This is an optimization exercise on Yosys and OpenROAD, whose aim is small area, a short achievable clock period and few clock cycles, not a production implementation. At most, simulation tests tie the RTL to the original design; equivalence was not proved.

==> module hcid_decoder, before the edit <==
module hcid_decoder (
    input  wire         clk,
    input  wire         rst,
    input  wire         in_valid,
    output wire         in_ready,
    input  wire [7:0]   in_char,
    output wire         out_valid,
    input  wire         out_ready,
    output wire [23:0]  out_prefix,      
    output wire [319:0] out_cw,          
    output wire [39:0]  out_bera,        
    output reg  [5:0]   out_count,       
    output reg          out_case_lost,   
    output reg          out_eof          
);
    reg  [7:0] a_c;          
    reg        a_v;
    reg  [5:0] idx;          
    reg        ov;           
    reg        rdy;          
    assign in_ready  = rdy;
    assign out_valid = ov;
    wire [7:0] a_t;          
    hcid_tlcorr u_tl (.c(a_c), .t(a_t));
    wire [4:0] sym    = a_t[4:0];
    wire       letter = a_t[5];
    wire       upper  = a_t[6];
    wire       era    = a_t[7];
    wire consume = a_v && !(ov && idx != 6'd0);
    wire accept  = in_valid && rdy;
    wire last    = (idx == 6'd62);
    wire [5:0] idx_n = consume ? (last ? 6'd0 : idx + 6'd1) : idx;
    wire ov_n   = (ov && !out_ready) || (consume && last);
    always @(posedge clk) begin
        if (accept) a_c <= in_char;
        if (rst) begin
            a_v <= 1'b0;
            idx <= 6'd0;
            ov  <= 1'b0;
            rdy <= 1'b1;
        end else begin
            a_v <= accept || (a_v && !consume);
            idx <= idx_n;
            ov  <= ov_n;
            rdy <= !(ov_n && idx_n != 6'd0);
        end
    end
    reg  [309:0] st;
    reg  [4:0]   p;
    reg  [1:0]   t2;
    reg          mk;         
    reg  [35:0]  be;         
    wire [2:0] lb    = {idx[2] ^ idx[0], idx[1], idx[0]};
    wire       emit  = lb[2] | (lb[1] & lb[0]);
    wire       mk_in = (lb != 3'd0) && mk;
    wire       mk_b  = mk_in || era;         
    wire       cw_b  = (idx >= 6'd5);        
    wire       zap   = emit && cw_b && mk_b;
    reg  [11:0] wmask;       
    integer j;
    always @* begin
        for (j = 0; j < 12; j = j + 1)
            wmask[j] = zap && (j + 3 >= lb) && (j <= lb + 4);
    end
    wire [11:0] win = {st[1:0], p, sym} & ~wmask;
    always @(posedge clk) begin
        if (consume) begin
            p  <= win[4:0];
            mk <= emit ? (lb != 3'd3 && era) : mk_b;
        end
        if (consume && idx != 6'd0)
            st <= {st[304:2], win[11:5]};
        if (consume && last)
            t2 <= win[4:3];
        if (consume && emit && cw_b)
            be <= {mk_b, be[35:1]};
    end
    reg  [3:0]  n;           
    reg         se;          
    reg  [31:0] cap;         
    reg  [3:0]  cbe;         
    reg  [2:0]  okr;         
    reg         zs, os;      
    reg         gz, go;      
    wire seg_start = (idx == 6'd3) || (idx == 6'd18) || (idx == 6'd33) || (idx == 6'd48);
    wire seg_end   = (idx == 6'd17) || (idx == 6'd32) || (idx == 6'd47) || last;
    wire [1:0] seg = (idx >= 6'd48) ? 2'd3 : (idx >= 6'd33) ? 2'd2 : (idx >= 6'd18) ? 2'd1 : 2'd0;
    wire in_seg    = (idx >= 6'd3);
    wire [3:0] n_in   = seg_start ? 4'd0 : n;
    wire       se_in  = seg_start ? 1'b0 : se;
    wire       take   = letter && !n_in[3];
    wire       se_out = se_in || era;
    wire       ok_out = (n_in[3] || (n_in[2:0] == 3'd7 && letter)) && !se_out;
    wire       zs_out = (seg_start || zs) && !(take && upper);
    wire       os_out = (seg_start || os) && !(take && !upper);
    wire [3:0] okv    = {ok_out, okr};
    wire       lost   = (gz && (zs_out || !ok_out)) || (go && (os_out || !ok_out));
    wire [3:0] cbe_f = {4{lost}} | ~okv | {3'b000, era};    
    integer g;
    always @(posedge clk) begin
        if (consume && in_seg) begin
            n  <= n_in + {3'd0, take};
            se <= se_out;
            zs <= zs_out;
            os <= os_out;
        end
        if (consume && idx == 6'd3) begin
            gz <= 1'b1;
            go <= 1'b1;
        end else if (consume && seg_end && !last && ok_out) begin
            gz <= gz && zs_out;
            go <= go && os_out;
        end
        for (g = 0; g < 4; g = g + 1) begin
            if (consume && last) begin
                if (cbe_f[g]) cap[8*g +: 8] <= 8'h00;
                else if (g == 3 && take) cap[8*g +: 8] <= {cap[8*g +: 7], upper};
            end else if (consume && in_seg && seg == g && take)
                cap[8*g +: 8] <= {cap[8*g +: 7], upper};
        end
        if (consume && seg_end && !last)
            okr[seg] <= ok_out;
        if (consume && last)
            cbe <= cbe_f;
    end
    wire       inc_b = emit && cw_b && mk_b;
    wire [2:0] npc   = {2'b00, ~okv[0] | era} + {2'b00, ~okv[1]} + {2'b00, ~okv[2]} + {2'b00, ~okv[3]};
    wire [2:0] ncap  = !last ? 3'd0 : lost ? 3'd4 : npc;
    wire [6:0] csum  = {out_count, inc_b} + {3'b000, ncap, inc_b};
    always @(posedge clk) begin
        if (consume) begin
            if (idx == 6'd1)
                out_count <= 6'd0;
            else
                out_count <= csum[6:1];
            if (last) begin
                out_case_lost <= lost;
                out_eof       <= |sym[2:0];
            end
        end
    end
    wire [311:0] full = {st, t2};
    genvar gj;
    generate
        for (gj = 0; gj < 39; gj = gj + 1) begin : g_full
            if (gj < 3) begin : g_p
                assign out_prefix[8*gj +: 8] = full[311 - 8*gj -: 8];
            end else begin : g_c
                assign out_cw[8*(gj-3) +: 8] = full[311 - 8*gj -: 8];
            end
        end
    endgenerate
    assign out_cw[319:288] = cap;
    assign out_bera   = {cbe, be};
endmodule
export LEC_CHECK = 0
export CAP_MARGIN = 20
export CORE_MARGIN = 2
export CORE_UTILIZATION = 60
export CTS_BUF_LIST = sky130_fd_sc_hd__clkbuf_8
export CTS_CLUSTER_DIAMETER = 55
export CTS_CLUSTER_SIZE = 16
export SLEW_MARGIN = 20
create_clock -name core_clock -period 18.0 [get_ports {clk}]
standard.sh (not shown) runs the stock make flow with config.mk's settings and CLKGATE_MAP_FILE= SYNTH_SCRIPT=/design/flow/synth_recipe.tcl, a recipe that flattens the netlist after the stock synthesis.
==> flow/flow/run.sh <==
#!/bin/bash
# Own layout flow: the standard ORFS flow, with the port buffers that
# global placement inserts made from sky130_fd_sc_hd__buf_1 instead of the
# cell buffer_ports picks by itself. Everything else is the standard flow.
set -euo pipefail
export BUFFER_PORTS_ARGS="-buffer_cell sky130_fd_sc_hd__buf_1"
bash standard.sh BUFFER_PORTS_ARGS="$BUFFER_PORTS_ARGS" finish > orfs_flow.log 2>&1
Testbench counts at the start, summed over its fixed seeds: cycles 75,624.
==> next run, changes <==
--- a/flow/design.v
+++ b/flow/design.v
@@ -96,53 +96,45 @@
     end
     reg  [3:0]  n;           
     reg         se;          
     reg  [31:0] cap;         
     reg  [3:0]  cbe;         
-    reg  [2:0]  okr;         
-    reg         zs, os;      
-    reg         gz, go;      
     wire seg_start = (idx == 6'd3) || (idx == 6'd18) || (idx == 6'd33) || (idx == 6'd48);
     wire seg_end   = (idx == 6'd17) || (idx == 6'd32) || (idx == 6'd47) || last;
     wire [1:0] seg = (idx >= 6'd48) ? 2'd3 : (idx >= 6'd33) ? 2'd2 : (idx >= 6'd18) ? 2'd1 : 2'd0;
     wire in_seg    = (idx >= 6'd3);
     wire [3:0] n_in   = seg_start ? 4'd0 : n;
     wire       se_in  = seg_start ? 1'b0 : se;
     wire       take   = letter && !n_in[3];
     wire       se_out = se_in || era;
     wire       ok_out = (n_in[3] || (n_in[2:0] == 3'd7 && letter)) && !se_out;
-    wire       zs_out = (seg_start || zs) && !(take && upper);
-    wire       os_out = (seg_start || os) && !(take && !upper);
-    wire [3:0] okv    = {ok_out, okr};
-    wire       lost   = (gz && (zs_out || !ok_out)) || (go && (os_out || !ok_out));
+    wire z7 = (cap[30:24] == 7'h00);
+    wire o7 = (cap[30:24] == 7'h7F);
+    wire z3 = take ? (z7 && !upper) : (z7 && !cap[31]);
+    wire o3 = take ? (o7 && upper)  : (o7 && cap[31]);
+    wire [3:0] okv = {ok_out, ~cbe[2:0]};
+    wire [3:0] zv  = {z3, cap[23:16] == 8'h00, cap[15:8] == 8'h00, cap[7:0] == 8'h00};
+    wire [3:0] ov1 = {o3, cap[23:16] == 8'hFF, cap[15:8] == 8'hFF, cap[7:0] == 8'hFF};
+    wire       lost  = (&(zv | ~okv)) || (&(ov1 | ~okv));
     wire [3:0] cbe_f = {4{lost}} | ~okv | {3'b000, era};    
     integer g;
     always @(posedge clk) begin
         if (consume && in_seg) begin
             n  <= n_in + {3'd0, take};
             se <= se_out;
-            zs <= zs_out;
-            os <= os_out;
-        end
-        if (consume && idx == 6'd3) begin
-            gz <= 1'b1;
-            go <= 1'b1;
-        end else if (consume && seg_end && !last && ok_out) begin
-            gz <= gz && zs_out;
-            go <= go && os_out;
         end
         for (g = 0; g < 4; g = g + 1) begin
             if (consume && last) begin
                 if (cbe_f[g]) cap[8*g +: 8] <= 8'h00;
                 else if (g == 3 && take) cap[8*g +: 8] <= {cap[8*g +: 7], upper};
             end else if (consume && in_seg && seg == g && take)
                 cap[8*g +: 8] <= {cap[8*g +: 7], upper};
         end
-        if (consume && seg_end && !last)
-            okr[seg] <= ok_out;
-        if (consume && last)
-            cbe <= cbe_f;
+        if (consume && seg_end) begin
+            if (last) cbe <= cbe_f;
+            else cbe[seg] <= !ok_out;
+        end
     end
     wire       inc_b = emit && cw_b && mk_b;
     wire [2:0] npc   = {2'b00, ~okv[0] | era} + {2'b00, ~okv[1]} + {2'b00, ~okv[2]} + {2'b00, ~okv[3]};
     wire [2:0] ncap  = !last ? 3'd0 : lost ? 3'd4 : npc;
     wire [6:0] csum  = {out_count, inc_b} + {3'b000, ncap, inc_b};
Result: The new run went through all stages and came out clean. Cell area drops by about 1.3%. Cell count rises by 0.99%. Worst setup slack gets worse by 0.076 ns. Maximum frequency is lower by about 1.5%. Die area went down by about 0.55%. Utilization decreases by 0.75 points. Routed wire length shrinks by about 5.4%. Flip-flop and latch count goes down by 7. Area after synthesis shrinks by 0.57%.
Testbench counts after the change, summed over its fixed seeds: cycles 75,624.

* * *

Setup of east:
The RTL this note starts from:
==> flow/design.v <==
module hcid_tlcorr (
    input  wire [7:0] c,
    output wire [7:0] t
);
    assign t[0] =
        (c == 8'd48) |
        (c == 8'd51) |
        (c == 8'd53) |
        (c == 8'd55) |
        (c == 8'd57) |
        (c == 8'd66) |
        (c == 8'd68) |
        (c == 8'd70) |
        (c == 8'd72) |
        (c == 8'd74) |
        (c == 8'd77) |
        (c == 8'd79) |
        (c == 8'd81) |
        (c == 8'd83) |
        (c == 8'd85) |
        (c == 8'd87) |
        (c == 8'd89) |
        (c == 8'd98) |
        (c == 8'd100) |
        (c == 8'd102) |
        (c == 8'd104) |
        (c == 8'd106) |
        (c == 8'd109) |
        (c == 8'd111) |
        (c == 8'd113) |
        (c == 8'd115) |
        (c == 8'd117) |
        (c == 8'd119) |
        (c == 8'd121);
    assign t[1] =
        (c == 8'd52) |
        (c == 8'd53) |
        (c == 8'd56) |
        (c == 8'd57) |
        (c == 8'd67) |
        (c == 8'd68) |
        (c == 8'd71) |
        (c == 8'd72) |
        (c == 8'd75) |
        (c == 8'd77) |
        (c == 8'd80) |
        (c == 8'd81) |
        (c == 8'd84) |
        (c == 8'd85) |
        (c == 8'd88) |
        (c == 8'd89) |
        (c == 8'd99) |
        (c == 8'd100) |
        (c == 8'd103) |
        (c == 8'd104) |
        (c == 8'd107) |
        (c == 8'd109) |
        (c == 8'd112) |
        (c == 8'd113) |
        (c == 8'd116) |
        (c == 8'd117) |
        (c == 8'd120) |
        (c == 8'd121);
    assign t[2] =
        (c == 8'd48) |
        (c == 8'd54) |
        (c == 8'd55) |
        (c == 8'd56) |
        (c == 8'd57) |
        (c == 8'd69) |
        (c == 8'd70) |
        (c == 8'd71) |
        (c == 8'd72) |
        (c == 8'd78) |
        (c == 8'd79) |
        (c == 8'd80) |
        (c == 8'd81) |
        (c == 8'd86) |
        (c == 8'd87) |
        (c == 8'd88) |
        (c == 8'd89) |
        (c == 8'd101) |
        (c == 8'd102) |
        (c == 8'd103) |
        (c == 8'd104) |
        (c == 8'd110) |
        (c == 8'd111) |
        (c == 8'd112) |
        (c == 8'd113) |
        (c == 8'd118) |
        (c == 8'd119) |
        (c == 8'd120) |
        (c == 8'd121);
    assign t[3] =
        (c == 8'd48) |
        (c == 8'd49) |
        (c == 8'd50) |
        (c == 8'd51) |
        (c == 8'd52) |
        (c == 8'd53) |
        (c == 8'd54) |
        (c == 8'd55) |
        (c == 8'd56) |
        (c == 8'd57) |
        (c == 8'd73) |
        (c == 8'd74) |
        (c == 8'd75) |
        (c == 8'd76) |
        (c == 8'd77) |
        (c == 8'd78) |
        (c == 8'd79) |
        (c == 8'd80) |
        (c == 8'd81) |
        (c == 8'd90) |
        (c == 8'd105) |
        (c == 8'd106) |
        (c == 8'd107) |
        (c == 8'd108) |
        (c == 8'd109) |
        (c == 8'd110) |
        (c == 8'd111) |
        (c == 8'd112) |
        (c == 8'd113) |
        (c == 8'd122);
    assign t[4] =
        (c == 8'd50) |
        (c == 8'd51) |
        (c == 8'd52) |
        (c == 8'd53) |
        (c == 8'd54) |
        (c == 8'd55) |
        (c == 8'd56) |
        (c == 8'd57) |
        (c == 8'd82) |
        (c == 8'd83) |
        (c == 8'd84) |
        (c == 8'd85) |
        (c == 8'd86) |
        (c == 8'd87) |
        (c == 8'd88) |
        (c == 8'd89) |
        (c == 8'd90) |
        (c == 8'd114) |
        (c == 8'd115) |
        (c == 8'd116) |
        (c == 8'd117) |
        (c == 8'd118) |
        (c == 8'd119) |
        (c == 8'd120) |
        (c == 8'd121) |
        (c == 8'd122);
    assign t[5] = !(
          (c == 8'd51) |
          (c == 8'd52) |
          (c == 8'd53) |
          (c == 8'd54) |
          (c == 8'd55) |
          (c == 8'd56) |
          (c == 8'd57));
    assign t[6] = !(
          (c == 8'd51) |
          (c == 8'd52) |
          (c == 8'd53) |
          (c == 8'd54) |
          (c == 8'd55) |
          (c == 8'd56) |
          (c == 8'd57) |
          (c == 8'd97) |
          (c == 8'd98) |
          (c == 8'd99) |
          (c == 8'd100) |
          (c == 8'd101) |
          (c == 8'd102) |
          (c == 8'd103) |
          (c == 8'd104) |
          (c == 8'd105) |
          (c == 8'd106) |
          (c == 8'd107) |
          (c == 8'd109) |
          (c == 8'd110) |
          (c == 8'd111) |
          (c == 8'd112) |
          (c == 8'd113) |
          (c == 8'd114) |
          (c == 8'd115) |
          (c == 8'd116) |
          (c == 8'd117) |
          (c == 8'd118) |
          (c == 8'd119) |
          (c == 8'd120) |
          (c == 8'd121) |
          (c == 8'd122));
    assign t[7] = !(
          (c == 8'd48) |
          (c == 8'd49) |
          (c == 8'd50) |
          (c == 8'd51) |
          (c == 8'd52) |
          (c == 8'd53) |
          (c == 8'd54) |
          (c == 8'd55) |
          (c == 8'd56) |
          (c == 8'd57) |
          (c == 8'd65) |
          (c == 8'd66) |
          (c == 8'd67) |
          (c == 8'd68) |
          (c == 8'd69) |
          (c == 8'd70) |
          (c == 8'd71) |
          (c == 8'd72) |
          (c == 8'd73) |
          (c == 8'd74) |
          (c == 8'd75) |
          (c == 8'd76) |
          (c == 8'd77) |
          (c == 8'd78) |
          (c == 8'd79) |
          (c == 8'd80) |
          (c == 8'd81) |
          (c == 8'd82) |
          (c == 8'd83) |
          (c == 8'd84) |
          (c == 8'd85) |
          (c == 8'd86) |
          (c == 8'd87) |
          (c == 8'd88) |
          (c == 8'd89) |
          (c == 8'd90) |
          (c == 8'd97) |
          (c == 8'd98) |
          (c == 8'd99) |
          (c == 8'd100) |
          (c == 8'd101) |
          (c == 8'd102) |
          (c == 8'd103) |
          (c == 8'd104) |
          (c == 8'd105) |
          (c == 8'd106) |
          (c == 8'd107) |
          (c == 8'd108) |
          (c == 8'd109) |
          (c == 8'd110) |
          (c == 8'd111) |
          (c == 8'd112) |
          (c == 8'd113) |
          (c == 8'd114) |
          (c == 8'd115) |
          (c == 8'd116) |
          (c == 8'd117) |
          (c == 8'd118) |
          (c == 8'd119) |
          (c == 8'd120) |
          (c == 8'd121) |
          (c == 8'd122));
endmodule
module hcid_decoder (
    input  wire         clk,
    input  wire         rst,
    input  wire         in_valid,
    output wire         in_ready,
    input  wire [7:0]   in_char,
    output wire         out_valid,
    input  wire         out_ready,
    output wire [23:0]  out_prefix,      
    output wire [319:0] out_cw,          
    output wire [39:0]  out_bera,        
    output reg  [5:0]   out_count,       
    output reg          out_case_lost,   
    output reg          out_eof          
);
    reg  [7:0] a_c;          
    reg        a_v;
    reg  [5:0] idx;          
    reg        ov;           
    reg        rdy;          
    assign in_ready  = rdy;
    assign out_valid = ov;
    wire [7:0] a_t;          
    hcid_tlcorr u_tl (.c(a_c), .t(a_t));
    wire [4:0] sym    = a_t[4:0];
    wire       letter = a_t[5];
    wire       upper  = a_t[6];
    wire       era    = a_t[7];
    wire consume = a_v && !(ov && idx != 6'd0);
    wire accept  = in_valid && rdy;
    wire last    = (idx == 6'd62);
    wire [5:0] idx_n = consume ? (last ? 6'd0 : idx + 6'd1) : idx;
    wire ov_n   = (ov && !out_ready) || (consume && last);
    always @(posedge clk) begin
        if (accept) a_c <= in_char;
        if (rst) begin
            a_v <= 1'b0;
            idx <= 6'd0;
            ov  <= 1'b0;
            rdy <= 1'b1;
        end else begin
            a_v <= accept || (a_v && !consume);
            idx <= idx_n;
            ov  <= ov_n;
            rdy <= !(ov_n && idx_n != 6'd0);
        end
    end
    reg  [6:0] w;
    reg        mk;           
    wire [2:0] lb   = {idx[2] ^ idx[0], idx[1], idx[0]};
    wire       emit = lb[2] | (lb[1] & lb[0]);
    wire [11:0] win = {w, sym};
    reg  [7:0] byte_n;
    always @* begin
        case (lb)
            3'd3:    byte_n = win[7:0];
            3'd4:    byte_n = win[8:1];
            3'd5:    byte_n = win[9:2];
            3'd6:    byte_n = win[10:3];
            default: byte_n = win[11:4];
        endcase
    end
    wire mk_in  = (lb != 3'd0) && mk;
    wire mk_b   = mk_in || era;              
    wire cw_b   = (idx >= 6'd5);             
    always @(posedge clk) begin
        if (consume) begin
            w  <= win[6:0];
            mk <= emit ? (lb != 3'd3 && era) : mk_b;
        end
    end
    reg [311:0] fb;          
    reg [35:0]  be;
    always @(posedge clk) begin
        if (consume && emit)
            fb <= {(cw_b && mk_b) ? 8'h00 : byte_n, fb[311:8]};
        if (consume && emit && cw_b)
            be <= {mk_b, be[35:1]};
    end
    reg  [3:0]  n;           
    reg         se;          
    reg  [31:0] cap;         
    reg  [3:0]  cbe;         
    wire seg_start = (idx == 6'd3) || (idx == 6'd18) || (idx == 6'd33) || (idx == 6'd48);
    wire seg_end   = (idx == 6'd17) || (idx == 6'd32) || (idx == 6'd47) || last;
    wire [1:0] seg = (idx >= 6'd48) ? 2'd3 : (idx >= 6'd33) ? 2'd2 : (idx >= 6'd18) ? 2'd1 : 2'd0;
    wire in_seg    = (idx >= 6'd3);
    wire [3:0] n_in   = seg_start ? 4'd0 : n;
    wire       se_in  = seg_start ? 1'b0 : se;
    wire       take   = letter && !n_in[3];
    wire       se_out = se_in || era;
    wire       ok_out = (n_in[3] || (n_in[2:0] == 3'd7 && letter)) && !se_out;
    wire z7 = (cap[30:24] == 7'h00);
    wire o7 = (cap[30:24] == 7'h7F);
    wire z3 = take ? (z7 && !upper) : (z7 && !cap[31]);
    wire o3 = take ? (o7 && upper)  : (o7 && cap[31]);
    wire [3:0] okv = {ok_out, ~cbe[2:0]};
    wire [3:0] zv  = {z3, cap[23:16] == 8'h00, cap[15:8] == 8'h00, cap[7:0] == 8'h00};
    wire [3:0] ov1 = {o3, cap[23:16] == 8'hFF, cap[15:8] == 8'hFF, cap[7:0] == 8'hFF};
    wire       lost  = (&(zv | ~okv)) || (&(ov1 | ~okv));
    wire [3:0] cbe_f = {4{lost}} | ~okv | {3'b000, era};    
    integer g;
    always @(posedge clk) begin
        if (consume && in_seg) begin
            n  <= n_in + {3'd0, take};
            se <= se_out;
        end
        for (g = 0; g < 4; g = g + 1) begin
            if (consume && last) begin
                if (cbe_f[g]) cap[8*g +: 8] <= 8'h00;
                else if (g == 3 && take) cap[8*g +: 8] <= {cap[8*g +: 7], upper};
            end else if (consume && in_seg && seg == g && take)
                cap[8*g +: 8] <= {cap[8*g +: 7], upper};
        end
        if (consume && seg_end) begin
            if (last) cbe <= cbe_f;
            else cbe[seg] <= !ok_out;
        end
    end
    wire       inc_b = emit && cw_b && mk_b;
    wire       inc_s = seg_end && !ok_out;
    wire [1:0] inc   = {inc_b && inc_s, inc_b ^ inc_s};
    wire [2:0] k_lost = 3'd1 + {2'b00, ~cbe[0]} + {2'b00, ~cbe[1]} + {2'b00, ~cbe[2]};
    wire [6:0] s_lost = {out_count, mk_b} + {3'b000, k_lost, mk_b};
    wire [1:0] k_kept = {1'b0, era && !cbe[0]} + {1'b0, !ok_out};
    wire [6:0] s_kept = {out_count, mk_b} + {4'b0000, k_kept, mk_b};
    always @(posedge clk) begin
        if (consume) begin
            if (idx == 6'd1)
                out_count <= 6'd0;
            else if (last)
                out_count <= lost ? s_lost[6:1] : s_kept[6:1];
            else
                out_count <= out_count + {4'd0, inc};
            if (last) begin
                out_case_lost <= lost;
                out_eof       <= |sym[2:0];
            end
        end
    end
    assign out_prefix = fb[23:0];
    assign out_cw     = {cap, fb[311:24]};
    assign out_bera   = {cbe, be};
endmodule
Settings: LEC_CHECK=0, CAP_MARGIN=20, CORE_MARGIN=2, CORE_UTILIZATION=40, SLEW_MARGIN=20; clock period 18.0 ns.
Scripts as last shown in full above: flow/flow/run.sh
Testbench counts of east, summed over its fixed seeds: cycles 75,624.
Relative to east, the following input files were edited for middle:
diff --git a/flow/design.v b/flow/design.v
--- a/flow/design.v
+++ b/flow/design.v
@@ -326,13 +326,15 @@
         end
     end
     reg [311:0] fb;          
     reg [35:0]  be;
+    wire fb_sh = consume && emit;
+    wire be_sh = fb_sh && cw_b;
+    wire [311:0] fb_in = {(cw_b && mk_b) ? 8'h00 : byte_n, fb[311:8]};
+    wire [35:0]  be_in = {mk_b, be[35:1]};
     always @(posedge clk) begin
-        if (consume && emit)
-            fb <= {(cw_b && mk_b) ? 8'h00 : byte_n, fb[311:8]};
-        if (consume && emit && cw_b)
-            be <= {mk_b, be[35:1]};
+        fb <= (fb_in & {312{fb_sh}}) | (fb & {312{!fb_sh}});
+        be <= (be_in & {36{be_sh}}) | (be & {36{!be_sh}});
     end
     reg  [3:0]  n;           
     reg         se;          
     reg  [31:0] cap;         
Findings:
middle against east: global-route total usage across every layer fell by 0.89 points; cell count of the worst reg-to-reg path fell by 7; layout filler cell count fell by 84.
Looking at middle and east, the synthesized area is a wash.
Relative to east, area added between synthesis and finish has gone down in middle.
Taking east as the reference, in middle global-route wire length before repair -about 3.6%; fraction of the cycle the final worst path needs +4.1 points.
Cmp middle and east / number of distinct library cell variants in the gate-level netlist after synthesis / higher: middle
The cell at the slowest stage of the critical path comes out edfxtp_1 in one run and buf_4 in the other, namely in east and middle respectively.
For middle, only the layout was checked, not whether the RTL still works.

==> separate check: timing with driven ports <==
In the flow no input, the clock included, has a driving cell. The finished layouts below were timed again as built, in two steps. Step 1 assumes that a clkbuf_16 drives the clock port and a buf_2 every other input. Step 2 adds t to the input delays and takes it off the output delays; t is the mean of the earliest and latest rising clock arrival at the registers after step 1. Input paths then give back, and output paths get back, about the clock's delay inside the block. a / b / c = no drivers / after step 1 / after step 2; a / b = the first two.
| run | shift t [ns] | setup WS [ns] | worst setup path at the end | clock arrival spread, ns |
|---|---|---|---|---|
| the first run of note 1 | 0.578 | 13.127 / 13.079 / 13.614 | register to register | 0.040 / 0.039 |
| the second run of note 1 | 0.631 | 13.051 / 13.006 / 13.329 | register to register | 0.025 / 0.025 |
| east | 0.619 | 13.089 / 13.041 / 13.609 | input to register | 0.016 / 0.016 |
| middle | 0.610 | 12.355 / 12.355 / 12.355 | register to register | 0.027 / 0.026 |
After both steps setup and hold are still met in every run listed.
